This is an optimization exercise on Yosys and OpenROAD, whose aim is small area, a short achievable clock period and few clock cycles per item, not a production implementation.
Function was checked by simulation only, so behaviour that the tests miss may differ from the original.
Power is estimated from default activity; no workload was simulated.

### flow/config.mk
export PLATFORM = sky130hd
export DESIGN_NAME = sfn_fau
export DESIGN_NICKNAME = sfn_fau
export VERILOG_FILES = /design/flow/design.v
export SDC_FILE = /design/flow/constraint.sdc
export NUM_CORES = 8
export LEC_CHECK = 0
export ABC_CLOCK_PERIOD_IN_PS = 5000
export CAP_MARGIN = 20
export CORE_MARGIN = 2
export CORE_UTILIZATION = 35
export SETUP_SLACK_MARGIN = 5
export SLEW_MARGIN = 20
### flow/constraint.sdc
create_clock -name core_clock -period 11.0 [get_ports {clk}]
set_input_delay 2.2000 -clock core_clock [delete_from_list [all_inputs] [get_ports {clk}]]
set_output_delay 2.2000 -clock core_clock [all_outputs]
set_load 0.01 [all_outputs]
### flow/design.v
module sfn_mont (
    input  wire        clk,
    input  wire        rst,
    input  wire        go,
    input  wire        short,
    input  wire        a_r,
    input  wire        b_r,
    input  wire [30:0] a_in,
    input  wire [30:0] b_in,
    input  wire [30:0] q,
    input  wire [32:0] q3,       
    input  wire [3:0]  qp,       
    output wire        rv,
    output wire [30:0] r
);
    reg [30:0] A;
    reg [31:0] B;        
    reg [31:0] Sh, Ch;
    reg [3:0]  tl;       
    reg [2:0]  tc;       
    reg [3:0]  cnt;
    reg        act, rvr;
    assign rv = rvr;
    function [3:0] mtab(input [6:0] i);
        case (i)
        7'd0: mtab = 4'd0;
        7'd1: mtab = 4'd1;
        7'd2: mtab = 4'd2;
        7'd3: mtab = 4'd3;
        7'd4: mtab = 4'd4;
        7'd5: mtab = 4'd5;
        7'd6: mtab = 4'd6;
        7'd7: mtab = 4'd7;
        7'd8: mtab = 4'd8;
        7'd9: mtab = 4'd9;
        7'd10: mtab = 4'd10;
        7'd11: mtab = 4'd11;
        7'd12: mtab = 4'd12;
        7'd13: mtab = 4'd13;
        7'd14: mtab = 4'd14;
        7'd15: mtab = 4'd15;
        7'd16: mtab = 4'd0;
        7'd17: mtab = 4'd3;
        7'd18: mtab = 4'd6;
        7'd19: mtab = 4'd9;
        7'd20: mtab = 4'd12;
        7'd21: mtab = 4'd15;
        7'd22: mtab = 4'd2;
        7'd23: mtab = 4'd5;
        7'd24: mtab = 4'd8;
        7'd25: mtab = 4'd11;
        7'd26: mtab = 4'd14;
        7'd27: mtab = 4'd1;
        7'd28: mtab = 4'd4;
        7'd29: mtab = 4'd7;
        7'd30: mtab = 4'd10;
        7'd31: mtab = 4'd13;
        7'd32: mtab = 4'd0;
        7'd33: mtab = 4'd5;
        7'd34: mtab = 4'd10;
        7'd35: mtab = 4'd15;
        7'd36: mtab = 4'd4;
        7'd37: mtab = 4'd9;
        7'd38: mtab = 4'd14;
        7'd39: mtab = 4'd3;
        7'd40: mtab = 4'd8;
        7'd41: mtab = 4'd13;
        7'd42: mtab = 4'd2;
        7'd43: mtab = 4'd7;
        7'd44: mtab = 4'd12;
        7'd45: mtab = 4'd1;
        7'd46: mtab = 4'd6;
        7'd47: mtab = 4'd11;
        7'd48: mtab = 4'd0;
        7'd49: mtab = 4'd7;
        7'd50: mtab = 4'd14;
        7'd51: mtab = 4'd5;
        7'd52: mtab = 4'd12;
        7'd53: mtab = 4'd3;
        7'd54: mtab = 4'd10;
        7'd55: mtab = 4'd1;
        7'd56: mtab = 4'd8;
        7'd57: mtab = 4'd15;
        7'd58: mtab = 4'd6;
        7'd59: mtab = 4'd13;
        7'd60: mtab = 4'd4;
        7'd61: mtab = 4'd11;
        7'd62: mtab = 4'd2;
        7'd63: mtab = 4'd9;
        7'd64: mtab = 4'd0;
        7'd65: mtab = 4'd9;
        7'd66: mtab = 4'd2;
        7'd67: mtab = 4'd11;
        7'd68: mtab = 4'd4;
        7'd69: mtab = 4'd13;
        7'd70: mtab = 4'd6;
        7'd71: mtab = 4'd15;
        7'd72: mtab = 4'd8;
        7'd73: mtab = 4'd1;
        7'd74: mtab = 4'd10;
        7'd75: mtab = 4'd3;
        7'd76: mtab = 4'd12;
        7'd77: mtab = 4'd5;
        7'd78: mtab = 4'd14;
        7'd79: mtab = 4'd7;
        7'd80: mtab = 4'd0;
        7'd81: mtab = 4'd11;
        7'd82: mtab = 4'd6;
        7'd83: mtab = 4'd1;
        7'd84: mtab = 4'd12;
        7'd85: mtab = 4'd7;
        7'd86: mtab = 4'd2;
        7'd87: mtab = 4'd13;
        7'd88: mtab = 4'd8;
        7'd89: mtab = 4'd3;
        7'd90: mtab = 4'd14;
        7'd91: mtab = 4'd9;
        7'd92: mtab = 4'd4;
        7'd93: mtab = 4'd15;
        7'd94: mtab = 4'd10;
        7'd95: mtab = 4'd5;
        7'd96: mtab = 4'd0;
        7'd97: mtab = 4'd13;
        7'd98: mtab = 4'd10;
        7'd99: mtab = 4'd7;
        7'd100: mtab = 4'd4;
        7'd101: mtab = 4'd1;
        7'd102: mtab = 4'd14;
        7'd103: mtab = 4'd11;
        7'd104: mtab = 4'd8;
        7'd105: mtab = 4'd5;
        7'd106: mtab = 4'd2;
        7'd107: mtab = 4'd15;
        7'd108: mtab = 4'd12;
        7'd109: mtab = 4'd9;
        7'd110: mtab = 4'd6;
        7'd111: mtab = 4'd3;
        7'd112: mtab = 4'd0;
        7'd113: mtab = 4'd15;
        7'd114: mtab = 4'd14;
        7'd115: mtab = 4'd13;
        7'd116: mtab = 4'd12;
        7'd117: mtab = 4'd11;
        7'd118: mtab = 4'd10;
        7'd119: mtab = 4'd9;
        7'd120: mtab = 4'd8;
        7'd121: mtab = 4'd7;
        7'd122: mtab = 4'd6;
        7'd123: mtab = 4'd5;
        7'd124: mtab = 4'd4;
        7'd125: mtab = 4'd3;
        7'd126: mtab = 4'd2;
        7'd127: mtab = 4'd1;
        default: mtab = 4'd0;
        endcase
    endfunction
    function [1:0] ltab(input [6:0] i);
        case (i)
        7'd0: ltab = 2'd0;
        7'd1: ltab = 2'd1;
        7'd2: ltab = 2'd1;
        7'd3: ltab = 2'd1;
        7'd4: ltab = 2'd1;
        7'd5: ltab = 2'd1;
        7'd6: ltab = 2'd1;
        7'd7: ltab = 2'd1;
        7'd8: ltab = 2'd1;
        7'd9: ltab = 2'd1;
        7'd10: ltab = 2'd1;
        7'd11: ltab = 2'd1;
        7'd12: ltab = 2'd1;
        7'd13: ltab = 2'd1;
        7'd14: ltab = 2'd1;
        7'd15: ltab = 2'd1;
        7'd16: ltab = 2'd0;
        7'd17: ltab = 2'd1;
        7'd18: ltab = 2'd1;
        7'd19: ltab = 2'd1;
        7'd20: ltab = 2'd1;
        7'd21: ltab = 2'd1;
        7'd22: ltab = 2'd1;
        7'd23: ltab = 2'd1;
        7'd24: ltab = 2'd1;
        7'd25: ltab = 2'd1;
        7'd26: ltab = 2'd1;
        7'd27: ltab = 2'd2;
        7'd28: ltab = 2'd1;
        7'd29: ltab = 2'd1;
        7'd30: ltab = 2'd2;
        7'd31: ltab = 2'd2;
        7'd32: ltab = 2'd0;
        7'd33: ltab = 2'd1;
        7'd34: ltab = 2'd1;
        7'd35: ltab = 2'd1;
        7'd36: ltab = 2'd1;
        7'd37: ltab = 2'd2;
        7'd38: ltab = 2'd1;
        7'd39: ltab = 2'd1;
        7'd40: ltab = 2'd1;
        7'd41: ltab = 2'd2;
        7'd42: ltab = 2'd2;
        7'd43: ltab = 2'd1;
        7'd44: ltab = 2'd1;
        7'd45: ltab = 2'd2;
        7'd46: ltab = 2'd2;
        7'd47: ltab = 2'd2;
        7'd48: ltab = 2'd0;
        7'd49: ltab = 2'd1;
        7'd50: ltab = 2'd1;
        7'd51: ltab = 2'd1;
        7'd52: ltab = 2'd1;
        7'd53: ltab = 2'd1;
        7'd54: ltab = 2'd2;
        7'd55: ltab = 2'd1;
        7'd56: ltab = 2'd1;
        7'd57: ltab = 2'd1;
        7'd58: ltab = 2'd2;
        7'd59: ltab = 2'd1;
        7'd60: ltab = 2'd1;
        7'd61: ltab = 2'd2;
        7'd62: ltab = 2'd2;
        7'd63: ltab = 2'd2;
        7'd64: ltab = 2'd0;
        7'd65: ltab = 2'd1;
        7'd66: ltab = 2'd1;
        7'd67: ltab = 2'd1;
        7'd68: ltab = 2'd1;
        7'd69: ltab = 2'd1;
        7'd70: ltab = 2'd1;
        7'd71: ltab = 2'd1;
        7'd72: ltab = 2'd1;
        7'd73: ltab = 2'd2;
        7'd74: ltab = 2'd1;
        7'd75: ltab = 2'd2;
        7'd76: ltab = 2'd1;
        7'd77: ltab = 2'd2;
        7'd78: ltab = 2'd1;
        7'd79: ltab = 2'd2;
        7'd80: ltab = 2'd0;
        7'd81: ltab = 2'd1;
        7'd82: ltab = 2'd1;
        7'd83: ltab = 2'd1;
        7'd84: ltab = 2'd1;
        7'd85: ltab = 2'd1;
        7'd86: ltab = 2'd1;
        7'd87: ltab = 2'd1;
        7'd88: ltab = 2'd1;
        7'd89: ltab = 2'd2;
        7'd90: ltab = 2'd1;
        7'd91: ltab = 2'd1;
        7'd92: ltab = 2'd1;
        7'd93: ltab = 2'd2;
        7'd94: ltab = 2'd2;
        7'd95: ltab = 2'd1;
        7'd96: ltab = 2'd0;
        7'd97: ltab = 2'd1;
        7'd98: ltab = 2'd1;
        7'd99: ltab = 2'd1;
        7'd100: ltab = 2'd1;
        7'd101: ltab = 2'd1;
        7'd102: ltab = 2'd1;
        7'd103: ltab = 2'd2;
        7'd104: ltab = 2'd1;
        7'd105: ltab = 2'd1;
        7'd106: ltab = 2'd2;
        7'd107: ltab = 2'd2;
        7'd108: ltab = 2'd1;
        7'd109: ltab = 2'd2;
        7'd110: ltab = 2'd2;
        7'd111: ltab = 2'd2;
        7'd112: ltab = 2'd0;
        7'd113: ltab = 2'd1;
        7'd114: ltab = 2'd1;
        7'd115: ltab = 2'd1;
        7'd116: ltab = 2'd1;
        7'd117: ltab = 2'd2;
        7'd118: ltab = 2'd2;
        7'd119: ltab = 2'd2;
        7'd120: ltab = 2'd1;
        7'd121: ltab = 2'd2;
        7'd122: ltab = 2'd2;
        7'd123: ltab = 2'd2;
        7'd124: ltab = 2'd1;
        7'd125: ltab = 2'd2;
        7'd126: ltab = 2'd2;
        7'd127: ltab = 2'd2;
        default: ltab = 2'd0;
        endcase
    endfunction
    function [35:0] sel4(input [1:0] s, input [35:0] x1, input [35:0] x3);
        case (s)
        2'd0:    sel4 = 36'd0;
        2'd1:    sel4 = x1;
        2'd2:    sel4 = {x1[34:0], 1'b0};
        default: sel4 = x3;
        endcase
    endfunction
    function [35:0] csx(input [35:0] a, input [35:0] b, input [35:0] c);
        csx = a ^ b ^ c;
    endfunction
    function [35:0] csc(input [35:0] a, input [35:0] b, input [35:0] c);
        csc = {(a[34:0] & b[34:0]) | (a[34:0] & c[34:0]) | (b[34:0] & c[34:0]), 1'b0};
    endfunction
    wire [35:0] v0 = {Sh, tl}, v1 = {Ch, tc, 1'b0};
    wire [35:0] nq  = ~{5'd0, q};
    wire [35:0] rs = v0 + v1;                           
    wire [35:0] bx = csx(v0, v1, nq), bc = csc(v0, v1, nq) | 36'd1;
    wire [35:0] rm = bx + bc;                           
    wire        use_s = rm[35];
    assign r = use_s ? rs[30:0] : rm[30:0];
    wire [30:0] an  = a_r ? r  : a_in;
    wire [31:0] bn  = short ? 32'd1 : (b_r ? rs[31:0] : {1'b0, b_in});
    wire [4:0]  tt  = {1'b0, tl} + {1'b0, tc, 1'b0};
    wire [3:0]  t   = tt[3:0];
    wire        co  = tt[4];
    wire [3:0]  m   = mtab({qp[3:1], t});
    wire [1:0]  lc  = ltab({q[3:1], t});
    wire [35:0] Qw  = {5'd0, q}, Q3w = {3'd0, q3};
    wire [35:0] pm0 = sel4(m[1:0], Qw, Q3w);
    wire [35:0] pm1s = sel4(m[3:2], Qw, Q3w);
    wire [35:0] pm1 = {pm1s[33:0], 2'b00};
    wire [35:0] Aw  = {5'd0, A};
    wire [35:0] p0  = Aw & {36{B[0]}};
    wire [35:0] p1  = {Aw[34:0], 1'b0} & {36{B[1]}};
    wire [35:0] p2  = {Aw[33:0], 2'b0} & {36{B[2]}};
    wire [35:0] p3  = {Aw[32:0], 3'b0} & {36{B[3]}};
    wire [35:0] e0  = {4'd0, Sh}, e1 = {4'd0, Ch};
    wire [35:0] f0  = {4'd0, pm0[35:4]}, f1 = {4'd0, pm1[35:4]};
    wire [35:0] k1x = csx(e0, e1, p0),    k1c = csc(e0, e1, p0) | {35'd0, co};
    wire [35:0] k2x = csx(p1, p2, p3),    k2c = csc(p1, p2, p3);
    wire [35:0] k3x = csx(k1x, k1c, k2x), k3c = csc(k1x, k1c, k2x);
    wire [35:0] k4x = csx(k3x, k3c, k2c), k4c = csc(k3x, k3c, k2c);
    wire [35:0] k4d = k4c | {35'd0, lc[0] | lc[1]};
    wire [35:0] k5x = csx(k4x, k4d, f0),  k5c = csc(k4x, k4d, f0) | {35'd0, lc[1]};
    wire [35:0] X   = csx(k5x, k5c, f1),  Y   = csc(k5x, k5c, f1);
    always @(posedge clk) begin
        if (rst) begin
            act <= 1'b0;
            rvr <= 1'b0;
        end else if (go) begin
            A   <= an;
            B   <= bn;
            Sh  <= 32'd0;
            Ch  <= 32'd0;
            tl  <= 4'd0;
            tc  <= 3'd0;
            cnt <= short ? 4'd5 : 4'd9;
            act <= 1'b1;
            rvr <= 1'b0;
        end else if (act) begin
            Sh  <= X[35:4];
            Ch  <= Y[35:4];
            tl  <= X[3:0];
            tc  <= Y[3:1];
            B   <= {4'd0, B[31:4]};
            cnt <= cnt - 4'd1;
            if (cnt == 4'd1) begin
                act <= 1'b0;
                rvr <= 1'b1;
            end
        end
    end
endmodule
module sfn_fau (
    input  wire        clk,
    input  wire        rst,       
    input  wire        start,     
    input  wire [7:0]  opc,
    input  wire [30:0] q,         
    input  wire [31:0] a0,
    input  wire [31:0] a1,
    input  wire [31:0] b0,
    input  wire [31:0] b1,
    output wire        ready,
    output reg         done,
    output reg  [3:0]  err,
    output wire [30:0] res0,
    output wire [30:0] res1
);
    localparam [7:0] OP_FADD  = 8'h10, OP_FSUB  = 8'h11, OP_FMUL   = 8'h12,
                     OP_FINV  = 8'h13, OP_FSQRT = 8'h14,
                     OP_F2ADD = 8'h20, OP_F2SUB = 8'h21, OP_F2MUL  = 8'h22,
                     OP_F2INV = 8'h23, OP_F2SQRT= 8'h24, OP_F2NEG  = 8'h25;
    localparam [3:0] E_NOTINV = 4'd2, E_UNSUPMOD = 4'd3, E_NONCANON = 4'd4,
                     E_NOTSQ  = 4'd5, E_ILLEGAL  = 4'd6;
    localparam [5:0]
        S_IDLE = 6'd0,  S_CHK  = 6'd1,  S_WR0  = 6'd2,  S_WR1  = 6'd3,
        S_FM1  = 6'd4,  S_FM2  = 6'd5,  S_FM3  = 6'd6,
        S_KM1  = 6'd7,  S_KM1B = 6'd8,  S_KM2  = 6'd9,  S_KM3  = 6'd10,
        S_KM4  = 6'd11, S_KM5  = 6'd12, S_KM5B = 6'd13, S_KM6  = 6'd14,
        S_KM7  = 6'd15, S_KM7B = 6'd16, S_KM8  = 6'd17, S_KM9  = 6'd18,
        S_I1   = 6'd19, S_I2   = 6'd20, S_I3   = 6'd21, S_I3B  = 6'd22,
        S_I4   = 6'd23, S_I5   = 6'd24, S_I6   = 6'd25, S_I7   = 6'd26,
        S_I8   = 6'd27,
        S_GW   = 6'd28, S_GM   = 6'd29, S_GMW  = 6'd30, S_FX0  = 6'd31,
        S_FX1  = 6'd32,
        S_SQ0  = 6'd33, S_POW  = 6'd34, S_SQ1  = 6'd35, S_SQ2  = 6'd36,
        S_R5   = 6'd37, S_R6   = 6'd38, S_R6B  = 6'd39, S_R6C  = 6'd40,
        S_R7   = 6'd41, S_R8   = 6'd42, S_R8B  = 6'd43, S_R8C  = 6'd44,
        S_R9   = 6'd45, S_R10  = 6'd46, S_FIN  = 6'd47;
    reg [5:0]  st, pret, gret;
    reg        rdy;
    reg [7:0]  op;
    reg [30:0] qr;
    reg [32:0] q3r;
    reg [3:0]  qpr;
    reg [31:0] x0, x1, x2, x3;
    reg [30:0] ar;               
    reg [30:0] z;                
    reg [5:0]  zsk;              
    reg [4:0]  tbr;              
    reg [4:0]  qtop;             
    assign ready = rdy;
    assign res0  = x0[30:0];
    assign res1  = x1[30:0];
    wire [30:0] w0 = x0[30:0], w1 = x1[30:0], w2 = x2[30:0], w3 = x3[30:0];
    function [3:0] qpf(input [3:0] qq);
        case (qq[3:1])
        3'd0: qpf = 4'd15;   
        3'd1: qpf = 4'd5;    
        3'd2: qpf = 4'd3;    
        3'd3: qpf = 4'd9;    
        3'd4: qpf = 4'd7;    
        3'd5: qpf = 4'd13;   
        3'd6: qpf = 4'd11;   
        default: qpf = 4'd1;  
        endcase
    endfunction
    function [4:0] topbit(input [31:0] x);    
        integer i;
        begin
            topbit = 5'd0;
            for (i = 0; i < 32; i = i + 1)
                if (x[i]) topbit = i[4:0];
        end
    endfunction
    wire [31:0] qp1 = {1'b0, qr} + 32'd1;     
    wire is_fp1  = (op == OP_FADD) || (op == OP_FSUB) || (op == OP_FMUL) ||
                   (op == OP_FINV) || (op == OP_FSQRT);
    wire is_fp2  = (op == OP_F2ADD) || (op == OP_F2SUB) || (op == OP_F2MUL) ||
                   (op == OP_F2INV) || (op == OP_F2SQRT) || (op == OP_F2NEG);
    wire two_op  = (op == OP_FADD) || (op == OP_FSUB) || (op == OP_FMUL) ||
                   (op == OP_F2ADD) || (op == OP_F2SUB) || (op == OP_F2MUL);
    wire need_q3 = is_fp2 || (op == OP_FSQRT);
    wire [31:0] qw = {1'b0, qr};
    wire noncanon = (x0 >= qw) || (two_op && (x2 >= qw)) ||
                    (is_fp2 && (x1 >= qw)) || (is_fp2 && two_op && (x3 >= qw));
    wire chk_ill = !is_fp1 && !is_fp2;
    wire chk_uns = need_q3 && (qr[1:0] != 2'b11);
    wire x0z = (x0 == 32'd0);
    wire x1z = (x1 == 32'd0);
    wire arz = (ar == 31'd0);
    reg         mgo, mshort, ma_r, mb_r;
    reg  [2:0]  ma_sel, mb_sel;   
    wire        mrv;
    wire [30:0] mr;
    reg  [30:0] u, v;
    reg  [30:0] ma_in, mb_in;
    always @* begin
        case (ma_sel)
        3'd0:    ma_in = w0;
        3'd1:    ma_in = w1;
        3'd2:    ma_in = w2;
        3'd3:    ma_in = w3;
        default: ma_in = u;
        endcase
        case (mb_sel)
        3'd0:    mb_in = w0;
        3'd1:    mb_in = w1;
        3'd2:    mb_in = w2;
        3'd3:    mb_in = w3;
        3'd4:    mb_in = u;
        default: mb_in = z;
        endcase
    end
    sfn_mont u_mul (
        .clk(clk), .rst(rst), .go(mgo), .short(mshort), .a_r(ma_r), .b_r(mb_r),
        .a_in(ma_in), .b_in(mb_in), .q(qr), .q3(q3r), .qp(qpr),
        .rv(mrv), .r(mr)
    );
    reg  [6:0]  fr;
    wire [2:0]  f_t = fr[6:4];
    wire [2:0]  f_o = fr[3:1];
    wire        f_sub = fr[0];
    reg  [30:0] fT, fO;
    always @* begin
        case (f_t)
        3'd0:    fT = w0;
        3'd1:    fT = w1;
        3'd2:    fT = w2;
        3'd3:    fT = w3;
        3'd5:    fT = ar;
        default: fT = 31'd0;
        endcase
        case (f_o)
        3'd0:    fO = w0;
        3'd1:    fO = w1;
        3'd2:    fO = w2;
        3'd3:    fO = w3;
        3'd5:    fO = ar;
        default: fO = 31'd0;
        endcase
    end
    wire [33:0] fTw = {3'd0, fT};
    wire [33:0] fOw = f_sub ? ~{3'd0, fO} : {3'd0, fO};
    wire [33:0] fQ  = f_sub ? {3'd0, qr} : ~{3'd0, qr};
    wire [33:0] fx0 = fTw ^ fOw;
    wire [33:0] fy0 = {fTw[32:0] & fOw[32:0], f_sub};
    wire [33:0] fx1 = fTw ^ fOw ^ fQ;
    wire [33:0] fy1 = {(fTw[32:0] & fOw[32:0]) | (fTw[32:0] & fQ[32:0]) | (fOw[32:0] & fQ[32:0]), 1'b1};
    wire [33:0] fn0 = fx0 + fy0;                         
    wire [33:0] fn1 = fx1 + fy1;                         
    wire        f_use1 = f_sub ? fn0[33] : ~fn1[33];
    wire [30:0] fres = f_use1 ? fn1[30:0] : fn0[30:0];
    localparam [1:0] G_OFF = 2'd0, G_DIV = 2'd1, G_JAC = 2'd2, G_DBL = 2'd3;
    reg  [1:0]  gm;
    reg         jt, jo;           
    reg  [5:0]  gcnt;
    reg         gsel;             
    wire        u1 = (u == 31'd1), v1 = (v == 31'd1), uz = (u == 31'd0);
    wire        gstop = u1 || v1 || uz;
    wire [31:0] duv = {1'b0, u} - {1'b0, v};
    wire [31:0] dvu = {1'b0, v} - {1'b0, u};
    wire        ue = ~u[0], ve = ~v[0];
    wire        gd = (gm == G_DIV);        
    wire        ku2 = ~u[1] & ~gd;          
    wire        kv2 = ~v[1] & ~gd;
    wire        kd2 = ~(u[1] ^ v[1]) & ~gd;
    wire        v35 = (v[2:0] == 3'd3) || (v[2:0] == 3'd5);
    wire        u35 = (u[2:0] == 3'd3) || (u[2:0] == 3'd5);
    wire        uv33 = u[1] & v[1];
    wire        ugt = ~duv[31];
    wire [31:0] dsh = ugt ? duv : dvu;
    wire [30:0] dres = kd2 ? {1'b0, dsh[31:2]} : dsh[31:1];
    wire        gstep = (gm == G_DIV || gm == G_JAC) && !gstop;
    wire [30:0] csum = w2 + w3;
    reg         zin_ar;
    wire [30:0] hzi = zin_ar ? ar : z;
    wire [31:0] hzs = {1'b0, hzi} + (hzi[0] ? {1'b0, qr} : 32'd0);
    wire [30:0] hz  = hzs[31:1];
    wire [33:0] u4w = {1'b0, u, 2'b00};
    wire [33:0] e1 = u4w - {3'b0, qr};
    wire [33:0] e2 = u4w - {2'b0, qr, 1'b0};
    wire [33:0] e3 = u4w - {1'b0, q3r};
    wire [30:0] u4 = !e3[33] ? e3[30:0] : !e2[33] ? e2[30:0] : !e1[33] ? e1[30:0] : u4w[30:0];
    wire        dbl_done = (gm == G_DBL) && (gcnt == 6'd0);
    wire        jdone = (gm == G_JAC) && gstop;
    wire        jsq   = uz || !jt;
    reg         dgo;
    wire [6:0]  ndbl = 7'd64 - {2'b0, qtop};                 
    wire [30:0] dbl0 = ndbl[0] ? (31'd1 << (qtop - 5'd1)) : (31'd1 << qtop);
    wire [5:0]  dcyc = ndbl[6:1] + {5'd0, ndbl[0]};
    reg         g_div, g_jac, g_off;
    reg  [1:0]  g_src;                    
    reg         g_za1;                    
    reg  [4:0]  pi;
    reg         psq, ebit, pbase, prib;
    reg  [1:0]  jact;                     
    wire [4:0]  pim1 = pi - 5'd1;
    wire [4:0]  tbm1 = tbr - 5'd1;
    wire [31:0] esh  = qp1 >> 2;
    reg         p_start;
    reg         p_b;                      
    reg  [5:0]  p_ret;
    reg  [1:0]  p_jact;
    reg         fxd;                      
    reg  [5:0]  fret;
    function [6:0] fuc(input [5:0] ns, input [7:0] o, input fd, input gs);
        case (ns)
        S_CHK:  fuc = (o == OP_FADD || o == OP_F2ADD) ? {3'd0, 3'd2, 1'b0} :
                      (o == OP_FSUB || o == OP_F2SUB) ? {3'd0, 3'd2, 1'b1} :
                      (o == OP_F2NEG)                 ? {3'd4, 3'd0, 1'b1} :
                                                        {3'd0, 3'd1, 1'b0};   
        S_WR0:  fuc = (o == OP_F2NEG) ? {3'd4, 3'd1, 1'b1} :
                      (o == OP_F2ADD) ? {3'd1, 3'd3, 1'b0} : {3'd1, 3'd3, 1'b1};
        S_KM1:  fuc = {3'd2, 3'd3, 1'b0};      
        S_KM4:  fuc = {3'd1, 3'd3, 1'b1};      
        S_KM5:  fuc = {3'd1, 3'd3, 1'b0};      
        S_KM7:  fuc = {3'd1, 3'd2, 1'b1};      
        S_I3:   fuc = {3'd2, 3'd3, 1'b0};      
        S_I8:   fuc = {3'd4, 3'd1, 1'b1};      
        S_R6:   fuc = {3'd3, 3'd0, 1'b1};      
        S_R8:   fuc = {3'd2, 3'd3, 1'b1};      
        S_FX0:  fuc = gs ? {3'd4, {1'b0, fd, 1'b0}, 1'b1} : {{1'b0, fd, 1'b0}, 3'd4, 1'b0};   
        S_FX1:  fuc = {3'd5, 3'd5, 1'b0};      
        default: fuc = 7'd0;
        endcase
    endfunction
    reg  [5:0]  nst;
    reg         d_done;
    reg  [3:0]  d_err;
    reg  [2:0]  wx0, wx1, wx2, wx3;
    reg         set_gret, set_fx;
    reg  [5:0]  n_gret, n_fret;
    reg         n_fxd;
    always @* begin
        nst = st; d_done = 1'b0; d_err = 4'd0;
        wx0 = 3'd0; wx1 = 3'd0; wx2 = 3'd0; wx3 = 3'd0;
        mgo = 1'b0; mshort = 1'b0; ma_r = 1'b0; mb_r = 1'b0; ma_sel = 3'd0; mb_sel = 3'd0;
        g_div = 1'b0; g_jac = 1'b0; g_off = 1'b0; g_src = 2'd0; g_za1 = 1'b0;
        p_start = 1'b0; p_b = 1'b0; p_ret = S_IDLE; p_jact = 2'd0;
        set_gret = 1'b0; n_gret = S_IDLE;
        set_fx = 1'b0; n_fret = S_IDLE; n_fxd = 1'b0;
        zin_ar = 1'b0;
        if (gd && gstep) begin
            if (ue)        wx2 = 3'd6;                        
            else if (ve)   wx3 = 3'd6;                        
            else if (ugt)  begin wx3 = 3'd5; wx2 = 3'd6; end  
            else           begin wx2 = 3'd5; wx3 = 3'd6; end  
        end
        case (st)
        S_IDLE: ;
        S_CHK: begin
            if (chk_ill) begin
                d_err = E_ILLEGAL; d_done = 1'b1; nst = S_IDLE;
            end else if (chk_uns) begin
                d_err = E_UNSUPMOD; d_done = 1'b1; nst = S_IDLE;
            end else if (noncanon) begin
                d_err = E_NONCANON; d_done = 1'b1; nst = S_IDLE;
            end else begin
                case (op)
                OP_FADD, OP_FSUB, OP_F2ADD, OP_F2SUB, OP_F2NEG: nst = S_WR0;
                OP_FMUL: begin
                    mgo = 1'b1; ma_sel = 3'd0; mb_sel = 3'd2; nst = S_FM1;
                end
                OP_F2MUL: begin
                    mgo = 1'b1; ma_sel = 3'd0; mb_sel = 3'd2; nst = S_KM1;
                end
                OP_FINV: begin
                    if (x0z) begin
                        d_err = E_NOTINV; d_done = 1'b1; nst = S_IDLE;
                    end else begin
                        g_div = 1'b1; g_src = 2'd0;
                        set_gret = 1'b1; n_gret = S_FIN; nst = S_GW;
                        set_fx = 1'b1; n_fret = S_FIN; n_fxd = 1'b0;
                    end
                end
                OP_F2INV: begin
                    mgo = 1'b1; ma_sel = 3'd0; mb_sel = 3'd0; nst = S_I1;
                end
                OP_F2SQRT: begin
                    if (x1z) nst = S_SQ0;
                    else begin
                        mgo = 1'b1; ma_sel = 3'd0; mb_sel = 3'd0; nst = S_I1;
                    end
                end
                default: nst = S_SQ0;    
                endcase
            end
        end
        S_WR0: begin
            wx0 = 3'd1;
            if (op == OP_FADD || op == OP_FSUB) begin d_done = 1'b1; nst = S_IDLE; end
            else nst = S_WR1;
        end
        S_WR1: begin wx1 = 3'd1; d_done = 1'b1; nst = S_IDLE; end
        S_FIN: begin d_done = 1'b1; nst = S_IDLE; end
        S_FM1: if (mrv) begin wx0 = 3'd2; nst = S_FM2; end
        S_FM2: if (dbl_done) begin
            mgo = 1'b1; ma_sel = 3'd0; mb_sel = 3'd4; nst = S_FM3;
        end
        S_FM3: if (mrv) begin wx0 = 3'd2; d_done = 1'b1; nst = S_IDLE; end
        S_KM1:  begin wx0 = 3'd1; nst = S_KM1B; end                                       
        S_KM1B: begin wx2 = 3'd1; nst = S_KM2; end                                        
        S_KM2: if (mrv) begin
            mgo = 1'b1; ma_sel = 3'd1; mb_sel = 3'd3; wx1 = 3'd2; nst = S_KM3;              
        end
        S_KM3: if (mrv) begin
            mgo = 1'b1; ma_sel = 3'd0; mb_sel = 3'd2; wx3 = 3'd2; nst = S_KM4;              
        end
        S_KM4:  nst = S_KM5;                                                              
        S_KM5:  begin wx0 = 3'd1; nst = S_KM5B; end                                       
        S_KM5B: begin wx2 = 3'd1; nst = S_KM6; end
        S_KM6: if (mrv && dbl_done) begin
            mgo = 1'b1; ma_sel = 3'd0; mb_sel = 3'd4; wx1 = 3'd2; nst = S_KM7;              
        end
        S_KM7:  nst = S_KM7B;                                                             
        S_KM7B: begin wx1 = 3'd1; nst = S_KM8; end
        S_KM8: if (mrv) begin
            mgo = 1'b1; ma_sel = 3'd1; mb_sel = 3'd4; wx0 = 3'd2; nst = S_KM9;
        end
        S_KM9: if (mrv) begin wx1 = 3'd2; d_done = 1'b1; nst = S_IDLE; end
        S_I1: if (mrv) begin
            mgo = 1'b1; ma_sel = 3'd1; mb_sel = 3'd1; wx2 = 3'd2; nst = S_I2;
        end
        S_I2: if (mrv) begin wx3 = 3'd2; nst = S_I3; end
        S_I3: nst = S_I3B;
        S_I3B: begin
            if (op == OP_F2INV) begin
                if (arz) begin
                    d_err = E_NOTINV; d_done = 1'b1; nst = S_IDLE;
                end else begin
                    g_div = 1'b1; g_src = 2'd1;
                    set_gret = 1'b1; n_gret = S_I5; nst = S_GW;
                    set_fx = 1'b1; n_fret = S_I5; n_fxd = 1'b1;
                end
            end else begin
                wx2 = 3'd1; nst = S_I4;
            end
        end
        S_I4: begin    
            g_jac = 1'b1; g_src = 2'd3;
            p_start = 1'b1; p_b = 1'b1; p_ret = S_R5; p_jact = 2'd1;
        end
        S_I5: begin
            mgo = 1'b1; ma_sel = 3'd0; mb_sel = 3'd2; nst = S_I6;
        end
        S_I6: if (mrv) begin
            mgo = 1'b1; ma_sel = 3'd1; mb_sel = 3'd2; wx0 = 3'd2; nst = S_I7;
        end
        S_I7: if (mrv) begin wx1 = 3'd2; nst = S_I8; end
        S_I8: nst = S_WR1;                                                                
        S_GW: if (gstop) nst = S_GM;
        S_GM: begin
            mgo = 1'b1; ma_sel = gsel ? 3'd2 : 3'd3; mb_sel = 3'd5; nst = S_GMW;
        end
        S_GMW: if (mrv) begin
            if (fxd) wx2 = 3'd2; else wx0 = 3'd2;
            nst = (gsel || zsk != 6'd0) ? S_FX0 : gret;
        end
        S_FX0: nst = S_FX1;                                                               
        S_FX1: begin
            if (zsk == 6'd0) begin
                if (fxd) wx2 = 3'd1; else wx0 = 3'd1;
                nst = fret;
            end
        end
        S_SQ0: begin
            g_jac = 1'b1; g_src = 2'd0;
            p_start = 1'b1; p_b = 1'b0; p_ret = S_SQ1;
            p_jact = (op == OP_FSQRT) ? 2'd1 : 2'd0;
        end
        S_SQ1: begin
            mgo = 1'b1; mshort = 1'b1; ma_r = !prib; ma_sel = 3'd0; nst = S_SQ2;
        end
        S_SQ2: if (mrv && jdone) begin
            if (op == OP_FSQRT) begin
                if (jsq) wx0 = 3'd2; else d_err = E_NOTSQ;
            end else begin
                if (jsq) begin wx0 = 3'd2; wx1 = 3'd3; end
                else     begin wx0 = 3'd3; wx1 = 3'd2; end
            end
            d_done = 1'b1; nst = S_IDLE;
        end
        S_POW: begin
            if (jdone && !jsq && jact == 2'd1) begin
                d_err = E_NOTSQ; d_done = 1'b1; nst = S_IDLE;
            end else if (jdone && !jsq && jact == 2'd2) begin
                nst = S_R8;
            end else if (mrv) begin
                if (psq && ebit) begin
                    mgo = 1'b1; ma_r = 1'b1; mb_sel = pbase ? 3'd2 : 3'd0;
                end else if (pi != 5'd0) begin
                    mgo = 1'b1; ma_r = 1'b1; mb_r = 1'b1;
                end else
                    nst = pret;
            end
        end
        S_R5: if (jdone) begin
            if (!jsq) begin
                d_err = E_NOTSQ; d_done = 1'b1; nst = S_IDLE;
            end else begin
                if (prib) wx3 = 3'd3; else wx3 = 3'd2;                                    
                nst = S_R6;
            end
        end
        S_R6:  nst = S_R6B;                                                               
        S_R6B: begin zin_ar = 1'b1; nst = S_R6C; end                                      
        S_R6C: begin wx2 = 3'd4; nst = S_R7; end                                          
        S_R7: begin
            g_jac = 1'b1; g_src = 2'd3;
            p_start = 1'b1; p_b = 1'b1; p_ret = S_R9; p_jact = 2'd2;
        end
        S_R8:  begin g_off = 1'b1; nst = S_R8B; end                                       
        S_R8B: begin wx2 = 3'd1; nst = S_R8C; end
        S_R8C: begin p_start = 1'b1; p_b = 1'b1; p_ret = S_R9; p_jact = 2'd0; end
        S_R9: begin
            if (gm == G_JAC && !jdone) ;                  
            else if (gm == G_JAC && !jsq) nst = S_R8;
            else begin
                mgo = 1'b1; mshort = 1'b1; ma_r = !prib; ma_sel = 3'd2; nst = S_R10;
            end
        end
        S_R10: if (mrv) begin     
            wx1 = 3'd2; g_div = 1'b1; g_src = 2'd2; g_za1 = 1'b1;
            set_gret = 1'b1; n_gret = S_FIN; nst = S_GW;
            set_fx = 1'b1; n_fret = S_FIN; n_fxd = 1'b0;
        end
        default: nst = S_IDLE;
        endcase
        if (p_start) begin
            if (tbr != 5'd0) begin
                mgo = 1'b1; ma_sel = p_b ? 3'd2 : 3'd0; mb_sel = p_b ? 3'd2 : 3'd0;
                nst = S_POW;
            end else
                nst = p_ret;
        end
        if (g_div) begin
            wx2 = 3'd3; wx3 = 3'd4;
        end
    end
    always @(posedge clk) begin
        ar <= fres;
        if (rst) begin
            st   <= S_IDLE;
            rdy  <= 1'b1;
            done <= 1'b0;
            gm   <= G_OFF;
            dgo  <= 1'b0;
        end else begin
            done <= d_done;
            if (d_done) err <= d_err;
            fr <= fuc((st == S_IDLE) ? S_CHK : nst, (st == S_IDLE) ? opc : op,
                      set_fx ? n_fxd : fxd, (st == S_GW) ? !u1 : gsel);
            if (st == S_IDLE) begin
                if (start) begin
                    op  <= opc; qr <= q; qpr <= qpf(q[3:0]);
                    x0  <= a0; x1 <= a1; x2 <= b0; x3 <= b1;
                    rdy <= 1'b0;
                    st  <= S_CHK;
                end
            end else begin
                st  <= nst;
                if (d_done) rdy <= 1'b1;
                case (wx0)
                3'd1: x0 <= {1'b0, ar};
                3'd2: x0 <= {1'b0, mr};
                3'd3: x0 <= 32'd0;
                default: ;
                endcase
                case (wx1)
                3'd1: x1 <= {1'b0, ar};
                3'd2: x1 <= {1'b0, mr};
                3'd3: x1 <= 32'd0;
                default: ;
                endcase
                case (wx2)
                3'd1: x2 <= {1'b0, ar};
                3'd2: x2 <= {1'b0, mr};
                3'd3: x2 <= 32'd0;
                3'd4: x2 <= {1'b0, z};
                3'd5: x2 <= {1'b0, csum};
                3'd6: x2 <= {x2[30:0], 1'b0};
                default: ;
                endcase
                case (wx3)
                3'd1: x3 <= {1'b0, ar};
                3'd2: x3 <= {1'b0, mr};
                3'd3: x3 <= x2;
                3'd4: x3 <= 32'd1;
                3'd5: x3 <= {1'b0, csum};
                3'd6: x3 <= {x3[30:0], 1'b0};
                default: ;
                endcase
            end
            dgo <= (st == S_CHK) && (op == OP_FMUL || op == OP_F2MUL);
            if (st == S_CHK) begin
                qtop <= topbit({1'b0, qr});
                q3r  <= {2'b00, qr} + {1'b0, qr, 1'b0};
                tbr  <= topbit(qp1) - 5'd2;
            end
            if (set_gret) gret <= n_gret;
            if (set_fx) begin fret <= n_fret; fxd <= n_fxd; end
            if (g_div) begin
                z   <= g_za1 ? w1 : 31'd1;
                zsk <= g_za1 ? 6'd31 : 6'd32;
            end else if (zin_ar) begin
                z   <= hz;
            end else if (gd && gstep) begin
                if (zsk != 6'd0) zsk <= zsk - 6'd1;
                else             z   <= hz;
            end else if (st == S_FX1 && zsk != 6'd0) begin
                zsk <= zsk - 6'd1;
            end
            if (p_start) begin
                pbase <= p_b;
                jact  <= p_jact;
                pret  <= p_ret;
                prib  <= (tbr == 5'd0);
                pi    <= tbm1;
                ebit  <= esh[tbm1];
                psq   <= 1'b1;
            end else if (st == S_POW && mrv && !(jdone && !jsq && jact != 2'd0)) begin
                if (psq && ebit)
                    psq <= 1'b0;
                else if (pi != 5'd0) begin
                    pi   <= pim1;
                    ebit <= esh[pim1];
                    psq  <= 1'b1;
                end
            end
            if (g_div || g_jac) begin
                gm <= g_div ? G_DIV : G_JAC;
                u  <= (g_src == 2'd0) ? w0 : (g_src == 2'd1) ? ar : (g_src == 2'd2) ? mr : w2;
                v  <= qr;
                jt <= 1'b0; jo <= 1'b0;
            end else if (g_off) begin
                gm <= G_OFF;
            end else if (dgo) begin
                gm   <= G_DBL;
                u    <= dbl0;
                gcnt <= dcyc;
            end else if (gm == G_DBL) begin
                if (gcnt != 6'd0) begin
                    u    <= u4;
                    gcnt <= gcnt - 6'd1;
                end
            end else if (gm == G_DIV || gm == G_JAC) begin
                if (gstop) begin
                    gsel <= !u1;
                end else begin
                    if (ue) begin
                        u  <= ku2 ? u >> 2 : u >> 1;
                        if (!ku2 && v35) jt <= ~jt;
                    end else if (ve) begin
                        v  <= kv2 ? v >> 2 : v >> 1;
                        if (!kv2 && u35) jt <= ~jt;
                    end else if (ugt) begin
                        u  <= dres;
                        jo <= 1'b0;
                        jt <= jt ^ (jo & uv33) ^ (!kd2 & v35);
                    end else begin
                        v  <= dres;
                        jo <= 1'b1;
                        jt <= jt ^ (~jo & uv33) ^ (!kd2 & u35);
                    end
                end
            end
        end
    end
endmodule
### flow/run.sh
#!/bin/bash
# synth_recipe.tcl (not shown) runs the flow's synth.tcl, then flattens the netlist and writes it again
# the make line also repeats each setting of config.mk as NAME=value (left out here)
make -C /OpenROAD-flow-scripts/flow DESIGN_CONFIG=/design/flow/config.mk WORK_HOME=/design/flow/orfs CLKGATE_MAP_FILE= SYNTH_SCRIPT=/design/flow/synth_recipe.tcl finish
==> run notes, run 1 <==
outcome=timing/DRC/antenna clean; Switching Share=40.4%; initial antenna violation count=31; grt total ovfl=0; reg-to-reg endpoint=u_mul.B[12]$_DFFE_PP_; Post-synth EDFFs=487; CP startpoint kind=flop; most numerous cell in the Yosys netlist=nand2_1; register-to-register setup slack=4.81 ns; Post-Synth Simple-Gate Area=17.4%; first-pass GRT wire length=476000 microns; Initial DRC Count=9295; PD cells=112 mW/mm^2; Reg clk slew, reported paths=0.06 ns; peak supply drop=0.110 mV; PortBufs=236; Max Clock Skew=0.0612 ns; switching pwr=3420 uW; Via density=about 6.4; final worst slack=between 4 and 5 ns; RSZ-0062 raised after global routing=yes; nets@finish=9218; Post-synth ARST share=0%; CTS Hold Buffers Added=0; worst-path fanout max=33; Critical Path AT=roughly 6.7 ns; Slew Viols, Final=0; row count=160; Min-Delay Path Class=reg -> reg; dpl ws=about 4 ns; final setup fails=0; post-synthesis sequential area ratio=23.1%; CTS max path bufs=3; Synth Flop Type=edfxtp_1; die height=442 microns; core area=0.190 sq mm; synthesized area=0.0671 sq mm; GPL Wtd Cong=slightly above 1; combinational power share=a little over a third; RR Startpoint=v[22]$_DFFE_PP_; full die area=0.195 sq mm; Commonest cells post-synth=nand2_1 (791), o21ai_0 (672), a21oi_1 (634); drt first pass iters=8; DRC Markers=0; Pwr Total=8480 uW; Root Buffer=clkbuf_16; Distinct cells, synth=101; pin count of the biggest net entering global routing=107; Vias=68.8k; Min-Delay Endpoint=rdy$_SDFFE_PP1P_; worst rel slew slack=14.2%; Final ANT Viol Nets=0; hold path cells=2; Max Fclk=161 MHz; total negative slack=0 ns; Post-Route WL=339000 microns; share of layout cells above drive strength 1=7.64%; DR WL/cell=31.4 microns; clk sink count=531; Post-Synthesis Cells=8145; I/O Pins=238; Post-Synth XOR/XNOR Area=5.43%; reg2reg path depth=15; WS Path Type=reg -> reg; Synth Area in Compound Gates=approximately 25%; yosys warns=2; leading area contributor after synthesis=edfxtp_1; GRT Overall Usage=33.2%; H-tree depth=3; count of final hold-check violations=0; Seq pwr share=32.5%; top cell type's share of synthesized area=21.8%; Clk pwr share=roughly a third; vias in the first global route=65.6k; area grow syn2layout=12.9%; clock latency (worst-skew pair)=0.76 ns; Crit. End Element=flop; Final HPWL DP=roughly 260000 microns; Syn Area/Cell=around 8.2 sq um; Max-cap violations=0; Synth Area in Adders=18.5%; fillers=19.3k; mux cell area share after synthesis=4.37%; Chip Width=442 microns; P_int=between 5000 and 6000 uW; syn_nets=approximately 9k; post-layout minimum cycle time=about 6.2 ns; CTS Buf Count=77; Worst EP required=about 11 ns; #FFs+latches synth=531; Pleak=around 0.031 uW; hold path start=rdy$_SDFFE_PP1P_; initial core utilization=35.2%; worst-margin pin slew=1.28 ns; CTS tree=yes; largest family of logic cells by synthesized area=compound AO/OA/AOI/OAI gates; post-route clock period utilization=56.3%; ranking of synthesized cells by area=edfxtp_1 (22%), ha_1 (11%), fa_1 (7.5%)
## cells by family after synthesis
family | after synthesis
AND/OR/NAND/NOR | 2442
buffers and inverters | 1078
multiplexers | 277
other | 1
AO/OA/AOI/OAI | 2559
flip-flops | 531
adder cells (fa/ha/maj) | 842
XOR/XNOR | 415
## per-stage QoR
| stage | area [sq um] | hold WS (ns) | cells | utilization, % |
|---|---|---|---|---|
| floorplan | 67100 | 0.498 | 8145 | - |
| global placement | 72300 | 0.452 | 10574 | 38.0 |
| detailed placement | 72300 | 0.503 | 10575 | 38.0 |
| CTS | 75200 | 0.517 | 10738 | 39.5 |
| global route | 75700 | 0.546 | 10797 | 39.8 |
| finish | 75700 | 0.510 | 10801 | 39.8 |
## worst max-delay path, stage by stage, from the launching register on
cell and delay [ns]:
edfxtp_1 0.48, nor4_1 0.49, nand4_1 0.45, nor2_1 0.66
mux2i_1 0.33, o311ai_0 0.51, buf_4 0.21, nor2_1 0.07
a211oi_1 0.44, o31a_2 0.23, buf_4 0.47, nand2_1 0.11
buf_4 0.31, o21ai_0 0.77, o211a_1 0.26, o21ai_0 0.10
## sequential cells by signal, summed over array words and instances (netlist names), 32 cells and up
signal    count
x2           32
x1           32
u_mul.B      32
x3           32
q3r          33
x0           32
u_mul.Ch     32
## power by group through the flow
stage               clock, uW  sequential [uW]  combinational (uW)
floorplan                   0             2510                1940
global placement            0             2770                2840
detailed placement          0             2770                2840
CTS                      2720             2730                2890
global route             2780             2750                3240
finish                   2700             2760                3020
## cell usage in the layout (no fill, tap or decap), types with 208 or more instances in the layout
cell / instances
nand2_1: 790
fa_1: 252
buf_4: 276
ha_1: 586
clkdlybuf4s50_1: 236
o21ai_0: 657
nor2_1: 602
mux2i_1: 208
a21oi_1: 626
xnor2_1: 291
edfxtp_1: 487
inv_1: 514
## timing repair
action                     CTS  global route
buffers inserted            21            40
cloned                       0             2
setup endpoints to repair  400           205
resized for setup           41            36
pin swaps                    2             8
## area by class of cell
class	count	area (sq um)	share of cell area [%]
inverter	535	2040	2.69
sequential	531	15500	20.5
clock inverter	56	603	0.796
clock buffer	86	2010	2.65
timing repair buffer	526	4640	6.12
antenna	19	47.5	0.0628
tap	2511	3140	4.15
multi-input combinational	6537	47800	63.0
## worst max-delay path by stage
stage                       startpoint                    endpoint  cells past startpoint
detailed placement    qr[29]$_DFFE_PP_  u_mul.Sh[24]$_SDFFCE_PP0P_                     13
global route        st[5]$_SDFFE_PP0P_             z[29]$_DFFE_PP_                     20
global placement       fr[5]$_DFFE_PN_               ar[0]$_DFF_P_                     20
CTS                   qr[28]$_DFFE_PP_             u[18]$_DFFE_PP_                     16
finish                 v[22]$_DFFE_PP_       u_mul.B[12]$_DFFE_PP_                     15
floorplan           st[0]$_SDFFE_PP0P_             z[29]$_DFFE_PP_                     21
## layer usage
layer  vias up  wire length (microns)  GRT usage (%)
li1      29931                      -              -
met1     33684                 137000           44.0
met2      4320                 144000           50.1
met3       817                  38400           8.26
met4        12                  20000           16.6
met5         -                     71              0
Testbench counts, summed over its fixed seeds: cycles 119,667, ops 1,600.
==> run 2: changes to the inputs <==
--- a/flow/design.v
+++ b/flow/design.v
@@ -15,9 +15,9 @@
 );
     reg [30:0] A;
-    reg [31:0] B;        
+    reg [27:0] B;        
     reg [31:0] Sh, Ch;
     reg [3:0]  tl;       
     reg [2:0]  tc;       
-    reg [3:0]  cnt;
+    reg [2:0]  cnt;
     reg        act, rvr;
     assign rv = rvr;
@@ -302,4 +302,36 @@
         csc = {(a[34:0] & b[34:0]) | (a[34:0] & c[34:0]) | (b[34:0] & c[34:0]), 1'b0};
     endfunction
+    function [70:0] step(input [31:0] sh, input [31:0] ch, input [3:0] l, input [2:0] c,
+                         input [30:0] a, input [3:0] d,
+                         input [30:0] qq, input [32:0] qq3, input [3:0] qi);
+        reg [4:0]  tt;
+        reg [3:0]  m;
+        reg [1:0]  lc;
+        reg [35:0] pm0, pm1s, f0, f1, aw, p0, p1, p2, p3, e0, e1;
+        reg [35:0] k1x, k1c, k2x, k2c, k3x, k3c, k4x, k4c, k5x, k5c, x, y;
+        begin
+            tt  = {1'b0, l} + {1'b0, c, 1'b0};
+            m   = mtab({qi[3:1], tt[3:0]});
+            lc  = ltab({qq[3:1], tt[3:0]});
+            pm0 = sel4(m[1:0], {5'd0, qq}, {3'd0, qq3});
+            pm1s = sel4(m[3:2], {5'd0, qq}, {3'd0, qq3});
+            f0  = {4'd0, pm0[35:4]};
+            f1  = {2'd0, pm1s[35:2]};
+            aw  = {5'd0, a};
+            p0  = aw & {36{d[0]}};
+            p1  = {aw[34:0], 1'b0} & {36{d[1]}};
+            p2  = {aw[33:0], 2'b0} & {36{d[2]}};
+            p3  = {aw[32:0], 3'b0} & {36{d[3]}};
+            e0  = {4'd0, sh};
+            e1  = {4'd0, ch};
+            k1x = csx(e0, e1, p0);   k1c = csc(e0, e1, p0) | {35'd0, tt[4]};
+            k2x = csx(p1, p2, p3);   k2c = csc(p1, p2, p3);
+            k3x = csx(k1x, k1c, k2x); k3c = csc(k1x, k1c, k2x);
+            k4x = csx(k3x, k3c, k2c); k4c = csc(k3x, k3c, k2c) | {35'd0, lc[0] | lc[1]};
+            k5x = csx(k4x, k4c, f0);  k5c = csc(k4x, k4c, f0) | {35'd0, lc[1]};
+            x   = csx(k5x, k5c, f1);  y   = csc(k5x, k5c, f1);
+            step = {x[35:4], y[35:4], x[3:0], y[3:1]};
+        end
+    endfunction
     wire [35:0] v0 = {Sh, tl}, v1 = {Ch, tc, 1'b0};
     wire [35:0] nq  = ~{5'd0, q};
@@ -311,27 +343,7 @@
     wire [30:0] an  = a_r ? r  : a_in;
     wire [31:0] bn  = short ? 32'd1 : (b_r ? rs[31:0] : {1'b0, b_in});
-    wire [4:0]  tt  = {1'b0, tl} + {1'b0, tc, 1'b0};
-    wire [3:0]  t   = tt[3:0];
-    wire        co  = tt[4];
-    wire [3:0]  m   = mtab({qp[3:1], t});
-    wire [1:0]  lc  = ltab({q[3:1], t});
-    wire [35:0] Qw  = {5'd0, q}, Q3w = {3'd0, q3};
-    wire [35:0] pm0 = sel4(m[1:0], Qw, Q3w);
-    wire [35:0] pm1s = sel4(m[3:2], Qw, Q3w);
-    wire [35:0] pm1 = {pm1s[33:0], 2'b00};
-    wire [35:0] Aw  = {5'd0, A};
-    wire [35:0] p0  = Aw & {36{B[0]}};
-    wire [35:0] p1  = {Aw[34:0], 1'b0} & {36{B[1]}};
-    wire [35:0] p2  = {Aw[33:0], 2'b0} & {36{B[2]}};
-    wire [35:0] p3  = {Aw[32:0], 3'b0} & {36{B[3]}};
-    wire [35:0] e0  = {4'd0, Sh}, e1 = {4'd0, Ch};
-    wire [35:0] f0  = {4'd0, pm0[35:4]}, f1 = {4'd0, pm1[35:4]};
-    wire [35:0] k1x = csx(e0, e1, p0),    k1c = csc(e0, e1, p0) | {35'd0, co};
-    wire [35:0] k2x = csx(p1, p2, p3),    k2c = csc(p1, p2, p3);
-    wire [35:0] k3x = csx(k1x, k1c, k2x), k3c = csc(k1x, k1c, k2x);
-    wire [35:0] k4x = csx(k3x, k3c, k2c), k4c = csc(k3x, k3c, k2c);
-    wire [35:0] k4d = k4c | {35'd0, lc[0] | lc[1]};
-    wire [35:0] k5x = csx(k4x, k4d, f0),  k5c = csc(k4x, k4d, f0) | {35'd0, lc[1]};
-    wire [35:0] X   = csx(k5x, k5c, f1),  Y   = csc(k5x, k5c, f1);
+    wire [70:0] s0 = step(32'd0, 32'd0, 4'd0, 3'd0, an, bn[3:0], q, q3, qp);
+    wire [70:0] s1 = step(Sh, Ch, tl, tc, A, B[3:0], q, q3, qp);
+    wire [70:0] s2 = step(s1[70:39], s1[38:7], s1[6:3], s1[2:0], A, B[7:4], q, q3, qp);
     always @(posedge clk) begin
         if (rst) begin
@@ -340,20 +352,14 @@
         end else if (go) begin
             A   <= an;
-            B   <= bn;
-            Sh  <= 32'd0;
-            Ch  <= 32'd0;
-            tl  <= 4'd0;
-            tc  <= 3'd0;
-            cnt <= short ? 4'd5 : 4'd9;
+            B   <= bn[31:4];
+            {Sh, Ch, tl, tc} <= s0;
+            cnt <= short ? 3'd2 : 3'd4;
             act <= 1'b1;
             rvr <= 1'b0;
         end else if (act) begin
-            Sh  <= X[35:4];
-            Ch  <= Y[35:4];
-            tl  <= X[3:0];
-            tc  <= Y[3:1];
-            B   <= {4'd0, B[31:4]};
-            cnt <= cnt - 4'd1;
-            if (cnt == 4'd1) begin
+            {Sh, Ch, tl, tc} <= s2;
+            B   <= {8'd0, B[27:8]};
+            cnt <= cnt - 3'd1;
+            if (cnt == 3'd1) begin
                 act <= 1'b0;
                 rvr <= 1'b1;
@@ -395,4 +401,5 @@
         S_GW   = 6'd28, S_GM   = 6'd29, S_GMW  = 6'd30, S_FX0  = 6'd31,
         S_FX1  = 6'd32,
+        S_PRE1 = 6'd48, S_PRE2 = 6'd49,
         S_SQ0  = 6'd33, S_POW  = 6'd34, S_SQ1  = 6'd35, S_SQ2  = 6'd36,
         S_R5   = 6'd37, S_R6   = 6'd38, S_R6B  = 6'd39, S_R6C  = 6'd40,
@@ -523,8 +530,9 @@
     wire [31:0] dvu = {1'b0, v} - {1'b0, u};
     wire        ue = ~u[0], ve = ~v[0];
-    wire        gd = (gm == G_DIV);        
-    wire        ku2 = ~u[1] & ~gd;          
-    wire        kv2 = ~v[1] & ~gd;
-    wire        kd2 = ~(u[1] ^ v[1]) & ~gd;
+    wire        gd = (gm == G_DIV);
+    wire        ku2 = ~u[1];                
+    wire        kv2 = ~v[1];
+    wire        kd2 = ~(u[1] ^ v[1]);
+    wire        gj2 = ue ? ku2 : ve ? kv2 : kd2;    
     wire        v35 = (v[2:0] == 3'd3) || (v[2:0] == 3'd5);
     wire        u35 = (u[2:0] == 3'd3) || (u[2:0] == 3'd5);
@@ -537,6 +545,10 @@
     reg         zin_ar;
     wire [30:0] hzi = zin_ar ? ar : z;
-    wire [31:0] hzs = {1'b0, hzi} + (hzi[0] ? {1'b0, qr} : 32'd0);
-    wire [30:0] hz  = hzs[31:1];
+    wire        hz2 = !zin_ar && gj2 && (zsk == 6'd0);
+    wire [1:0]  hzc = hz2 ? (2'd0 - hzi[1:0] * qr[1:0]) : {1'b0, hzi[0]};
+    wire [32:0] hzq = (hzc == 2'd0) ? 33'd0 : (hzc == 2'd1) ? {2'b0, qr} :
+                      (hzc == 2'd2) ? {1'b0, qr, 1'b0} : q3r;
+    wire [32:0] hzs = {2'b0, hzi} + hzq;
+    wire [30:0] hz  = hz2 ? hzs[32:2] : hzs[31:1];
     wire [33:0] u4w = {1'b0, u, 2'b00};
     wire [33:0] e1 = u4w - {3'b0, qr};
@@ -548,5 +560,5 @@
     wire        jsq   = uz || !jt;
     reg         dgo;
-    wire [6:0]  ndbl = 7'd64 - {2'b0, qtop};                 
+    wire [6:0]  ndbl = ((op == OP_FMUL) ? 7'd48 : 7'd64) - {2'b0, qtop};
     wire [30:0] dbl0 = ndbl[0] ? (31'd1 << (qtop - 5'd1)) : (31'd1 << qtop);
     wire [5:0]  dcyc = ndbl[6:1] + {5'd0, ndbl[0]};
@@ -555,7 +567,11 @@
     reg         g_za1;                    
     reg  [4:0]  pi;
-    reg         psq, ebit, pbase, prib;
+    reg  [1:0]  pp;
+    reg         pdone, pfirst, eb0, eb1, pwin, pbase, prib;
+    wire        win = |(esh[30:0] & esh[31:1]);
     reg  [1:0]  jact;                     
     wire [4:0]  pim1 = pi - 5'd1;
+    wire [4:0]  pim2 = pi - 5'd2;
+    wire [4:0]  tbm2 = tbr - 5'd2;
     wire [4:0]  tbm1 = tbr - 5'd1;
     wire [31:0] esh  = qp1 >> 2;
@@ -604,8 +620,8 @@
         zin_ar = 1'b0;
         if (gd && gstep) begin
-            if (ue)        wx2 = 3'd6;                        
-            else if (ve)   wx3 = 3'd6;                        
-            else if (ugt)  begin wx3 = 3'd5; wx2 = 3'd6; end  
-            else           begin wx2 = 3'd5; wx3 = 3'd6; end  
+            if (ue)        wx2 = gj2 ? 3'd7 : 3'd6;                       
+            else if (ve)   wx3 = gj2 ? 3'd7 : 3'd6;                       
+            else if (ugt)  begin wx3 = 3'd5; wx2 = gj2 ? 3'd7 : 3'd6; end  
+            else           begin wx2 = 3'd5; wx3 = gj2 ? 3'd7 : 3'd6; end  
         end
         case (st)
@@ -656,7 +672,9 @@
         S_WR1: begin wx1 = 3'd1; d_done = 1'b1; nst = S_IDLE; end
         S_FIN: begin d_done = 1'b1; nst = S_IDLE; end
-        S_FM1: if (mrv) begin wx0 = 3'd2; nst = S_FM2; end
-        S_FM2: if (dbl_done) begin
-            mgo = 1'b1; ma_sel = 3'd0; mb_sel = 3'd4; nst = S_FM3;
+        S_FM1: if (mrv && dbl_done) begin
+            mgo = 1'b1; ma_r = 1'b1; mb_sel = 3'd4; nst = S_FM2;
+        end
+        S_FM2: if (mrv) begin
+            mgo = 1'b1; ma_r = 1'b1; mb_sel = 3'd4; nst = S_FM3;
         end
         S_FM3: if (mrv) begin wx0 = 3'd2; d_done = 1'b1; nst = S_IDLE; end
@@ -748,13 +766,24 @@
             end else if (jdone && !jsq && jact == 2'd2) begin
                 nst = S_R8;
-            end else if (mrv) begin
-                if (psq && ebit) begin
+            end else if (mrv || pfirst) begin
+                if (pp == 2'd1) begin
                     mgo = 1'b1; ma_r = 1'b1; mb_sel = pbase ? 3'd2 : 3'd0;
-                end else if (pi != 5'd0) begin
-                    mgo = 1'b1; ma_r = 1'b1; mb_r = 1'b1;
+                end else if (pp == 2'd3) begin
+                    mgo = 1'b1; ma_r = 1'b1; mb_sel = 3'd5;
+                end else if (pp == 2'd2 || !pdone) begin
+                    mgo = 1'b1;
+                    if (pfirst) begin
+                        ma_sel = pbase ? 3'd2 : 3'd0; mb_sel = pbase ? 3'd2 : 3'd0;
+                    end else begin
+                        ma_r = 1'b1; mb_r = 1'b1;
+                    end
                 end else
                     nst = pret;
             end
         end
+        S_PRE1: if (mrv) begin             
+            mgo = 1'b1; ma_r = 1'b1; mb_sel = pbase ? 3'd2 : 3'd0; nst = S_PRE2;
+        end
+        S_PRE2: if (mrv) nst = S_POW;
         S_R5: if (jdone) begin
             if (!jsq) begin
@@ -790,9 +819,11 @@
         endcase
         if (p_start) begin
-            if (tbr != 5'd0) begin
+            if (tbr == 5'd0)
+                nst = p_ret;
+            else if (win) begin                                          
                 mgo = 1'b1; ma_sel = p_b ? 3'd2 : 3'd0; mb_sel = p_b ? 3'd2 : 3'd0;
-                nst = S_POW;
+                nst = S_PRE1;
             end else
-                nst = p_ret;
+                nst = S_POW;
         end
         if (g_div) begin
@@ -842,4 +873,5 @@
                 3'd5: x2 <= {1'b0, csum};
                 3'd6: x2 <= {x2[30:0], 1'b0};
+                3'd7: x2 <= {x2[29:0], 2'b0};
                 default: ;
                 endcase
@@ -851,4 +883,5 @@
                 3'd5: x3 <= {1'b0, csum};
                 3'd6: x3 <= {x3[30:0], 1'b0};
+                3'd7: x3 <= {x3[29:0], 2'b0};
                 default: ;
                 endcase
@@ -865,27 +898,57 @@
                 z   <= g_za1 ? w1 : 31'd1;
                 zsk <= g_za1 ? 6'd31 : 6'd32;
+            end else if (st == S_PRE2 && mrv) begin
+                z   <= mr;                       
             end else if (zin_ar) begin
                 z   <= hz;
             end else if (gd && gstep) begin
-                if (zsk != 6'd0) zsk <= zsk - 6'd1;
-                else             z   <= hz;
+                if (zsk > {5'd0, gj2}) zsk <= zsk - (gj2 ? 6'd2 : 6'd1);
+                else begin
+                    zsk <= 6'd0;
+                    if (zsk == 6'd0 || (zsk == 6'd1 && gj2)) z <= hz;
+                end
             end else if (st == S_FX1 && zsk != 6'd0) begin
                 zsk <= zsk - 6'd1;
             end
             if (p_start) begin
-                pbase <= p_b;
-                jact  <= p_jact;
-                pret  <= p_ret;
-                prib  <= (tbr == 5'd0);
-                pi    <= tbm1;
-                ebit  <= esh[tbm1];
-                psq   <= 1'b1;
-            end else if (st == S_POW && mrv && !(jdone && !jsq && jact != 2'd0)) begin
-                if (psq && ebit)
-                    psq <= 1'b0;
-                else if (pi != 5'd0) begin
-                    pi   <= pim1;
-                    ebit <= esh[pim1];
-                    psq  <= 1'b1;
+                pbase  <= p_b;
+                jact   <= p_jact;
+                pret   <= p_ret;
+                prib   <= (tbr == 5'd0);
+                pwin   <= win;
+                pi     <= tbm1;
+                eb0    <= esh[tbm1];
+                eb1    <= (tbm1 != 5'd0) && esh[tbm2];
+                pdone  <= 1'b0;
+                pp     <= 2'd0;
+                pfirst <= 1'b1;
+            end else if (st == S_PRE2 && mrv) begin
+                if (eb0) begin                   
+                    pfirst <= 1'b0;
+                    pdone  <= (pi == 5'd0);
+                    pi     <= pim1;
+                    eb0    <= esh[pim1];
+                    eb1    <= (pim1 != 5'd0) && esh[pim2];
+                end
+            end else if (st == S_POW && (mrv || pfirst) && !(jdone && !jsq && jact != 2'd0)) begin
+                pfirst <= 1'b0;
+                if (pp == 2'd1 || pp == 2'd3)
+                    pp <= 2'd0;
+                else if (pp == 2'd2)
+                    pp <= 2'd3;
+                else if (!pdone) begin
+                    if (eb0 && pwin && eb1 && pi != 5'd0) begin
+                        pp    <= 2'd2;
+                        pdone <= (pi == 5'd1);
+                        pi    <= pim2;
+                        eb0   <= esh[pim2];
+                        eb1   <= (pim2 != 5'd0) && esh[pi - 5'd3];
+                    end else begin
+                        pp    <= eb0 ? 2'd1 : 2'd0;
+                        pdone <= (pi == 5'd0);
+                        pi    <= pim1;
+                        eb0   <= esh[pim1];
+                        eb1   <= (pim1 != 5'd0) && esh[pim2];
+                    end
                 end
             end
--- a/flow/config.mk
+++ b/flow/config.mk
@@ -6,8 +6,7 @@
 export NUM_CORES = 8
 export LEC_CHECK = 0
-export ABC_CLOCK_PERIOD_IN_PS = 5000
 export CAP_MARGIN = 20
 export CORE_MARGIN = 2
-export CORE_UTILIZATION = 35
+export CORE_UTILIZATION = 30
 export SETUP_SLACK_MARGIN = 5
 export SLEW_MARGIN = 20
==> run 2 against run 1 <==
Compared with the run above: the layout now fails its checks (antenna rules); synthesized cell count grew 24%; routed wire length grew 33%; die area grew 42%; core utilization shrank 3.2 points; sequential power is essentially flat; clock skew shrank 0.020 ns; critical path type unchanged; worst setup slack lost 0.72 ns; design area grew 31%; clock power is essentially flat; sequential share of layout area shrank 4.8 points; clock-buffer cell count grew 9.
==> run notes, run 2 <==
PD cells=125 mW/mm^2 (+11%); Reg clk slew, reported paths=0.06 ns (about the same); Min-Delay Path Class=reg -> reg; DRC Markers=0 (unchanged); worst-margin pin slew=1.31 ns (+0.0326 ns); Crit. End Element=flop; final setup fails=0 (unchanged); row count=191 (+19%); most frequent CP cell=fa_2; total negative slack=0 ns (unchanged); reg2reg path depth=27 (+12); clk sink count=531 (unchanged); most numerous cell in the Yosys netlist=nand2_1; Worst setup startpoint=u_mul.tl[1]$_DFFE_PP_; CP bufs+invs=6 (+3); Seq pwr share=22.1% (-10 points); synthesized area=0.0820 sq mm (+22%); combinational power share=56.1% (+21 points); Final ANT Viol Nets=1 (+1); CTS Hold Buffers Added=0 (unchanged); top cell type's share of synthesized area=17.8% (-4.0 points); most frequent cells in the layout=nand2_1 (1208), a21oi_1 (834), inv_1 (689); grt total ovfl=0 (unchanged); drt first pass iters=15 (+7); max reg flops=33 (unchanged); most common cell after layout, fill and taps aside=nand2_1; ranking of synthesized cells by area=edfxtp_1 (18%), fa_1 (12%), ha_1 (11%); clock latency (worst-skew pair)=0.77 ns (about the same); P_int=6740 uW (+33%); Syn Area/Cell=8.15 sq um (-1.1%); Distinct cells, synth=124 (+23%); first-pass GRT wire length=622000 microns (+31%); register-to-register setup slack=4.09 ns (-0.72 ns); outcome=failed layout checks; WP depth=27 (+12); I/O Pins=238 (unchanged); yosys warns=2 (unchanged); initial core utilization=30.2% (-5.0 points); DR WL/cell=32.0 microns (+1.9%); count of final hold-check violations=0 (unchanged); Post-synth EDFFs=487 (unchanged); Commonest cells post-synth=nand2_1 (1272), a21oi_1 (892), o21ai_0 (738); die height=527 microns (+19%); Post-Route WL=452000 microns (+33%); area grow syn2layout=21.0%; GRT Overall Usage=31.1% (-2.1 points); WS Path Type=reg -> reg; Via density=6.23 (-2.2%); failed layout checks=antenna rules
[run 2: cell count changes in the layout (fill, tap and decap cells not counted), sizes merged, moves of 79 or more]
cell   before   now
nor2      613   692
fa        252   494
nand2     791  1272
o21ai     680   779
a21oi     634   894
ha        588   729
buf       289   752
inv       523   713
[run 2: final cells by class]
| class | instances | area, sq um |
|---|---|---|
| multi-input cells | 8110 | 64100 |
| clock buffers | 95 | 2020 |
| clock inverters | 44 | 543 |
| repair buffers | 997 | 9580 |
| well taps | 3570 | 4470 |
| fillers | 27695 | 172000 |
| diodes | 38 | 95.1 |
| repair inverters | 1 | 5.00 |
| inverters | 737 | 2860 |
| flip-flops and latches | 531 | 15500 |
[run 2: worst min path at each step]
stage / startpoint / endpoint / slack (ns) / cells past startpoint
CTS: rdy$_SDFFE_PP1P_ / rdy$_SDFFE_PP1P_ / 0.47 / 2
floorplan: u_mul.B[23]$_SDFFCE_PP0P_ / u_mul.B[15]$_DFFE_PP_ / 0.49 / 2
global placement: rdy$_SDFFE_PP1P_ / rdy$_SDFFE_PP1P_ / 0.45 / 2
finish: rdy$_SDFFE_PP1P_ / rdy$_SDFFE_PP1P_ / 0.47 / 2
global route: rdy$_SDFFE_PP1P_ / rdy$_SDFFE_PP1P_ / 0.52 / 2
detailed placement: rdy$_SDFFE_PP1P_ / rdy$_SDFFE_PP1P_ / 0.45 / 2
[run 2: logic make-up after synthesis]
group / after synthesis / share of synthesized area [%]
AO/OA/AOI/OAI: 2966 / 23.1
XOR/XNOR: 432 / 4.68
adder cells (fa/ha/maj): 1223 / 23.2
buffers and inverters: 1423 / 7.08
flip-flops: 531 / 18.9
multiplexers: 369 / 5.22
other: 1 / 0.00458
AND/OR/NAND/NOR: 3115 / 17.8
[run 2: worst min-delay path, cell delays in order (launching register included)]
cell	delay, ns
dfxtp_1	0.33
a21oi_1	0.06
nand2_1	0.06
[run 2: what timing repair did]
action,in CTS,in global routing
setup buffers,255,89
endpoints found under the setup margin,452,203
pin swaps,127,140
resized for setup,514,211
gates cloned,20,4
[run 2: metal layers]
metal,global-route usage [%],vias up,share of wire [%]
met1,39.8,42436,38
li1,-,36946,-
met3,13.5,1571,16
met2,42.5,6939,38
met4,19.0,32,7.9
met5,0.468,-,0.083
[run 2: metrics by stage]
step	area, sq um	power, uW	util (%)	setup WS, ns	cells
final	99200	12400	36.6	4.09	14123
after global routing	99100	12900	36.5	3.91	14087
after CTS	97400	11900	35.9	4.14	13987
after detailed placement	89700	8570	33.1	2.56	13573
after global placement	89700	8540	33.1	2.34	13572
after floorplan	82800	6530	-	4.34	10060
[run 2: power by group through the flow]
stage               combinational [uW]  clock, uW  sequential (uW)
finish                            6940       2690             2730
detailed placement                5800          0             2760
global placement                  5780          0             2760
global route                      7390       2750             2720
CTS                               6470       2690             2710
floorplan                         3850          0             2680
Testbench counts of run 2, summed over its fixed seeds: cycles 66,556, ops 1,600.
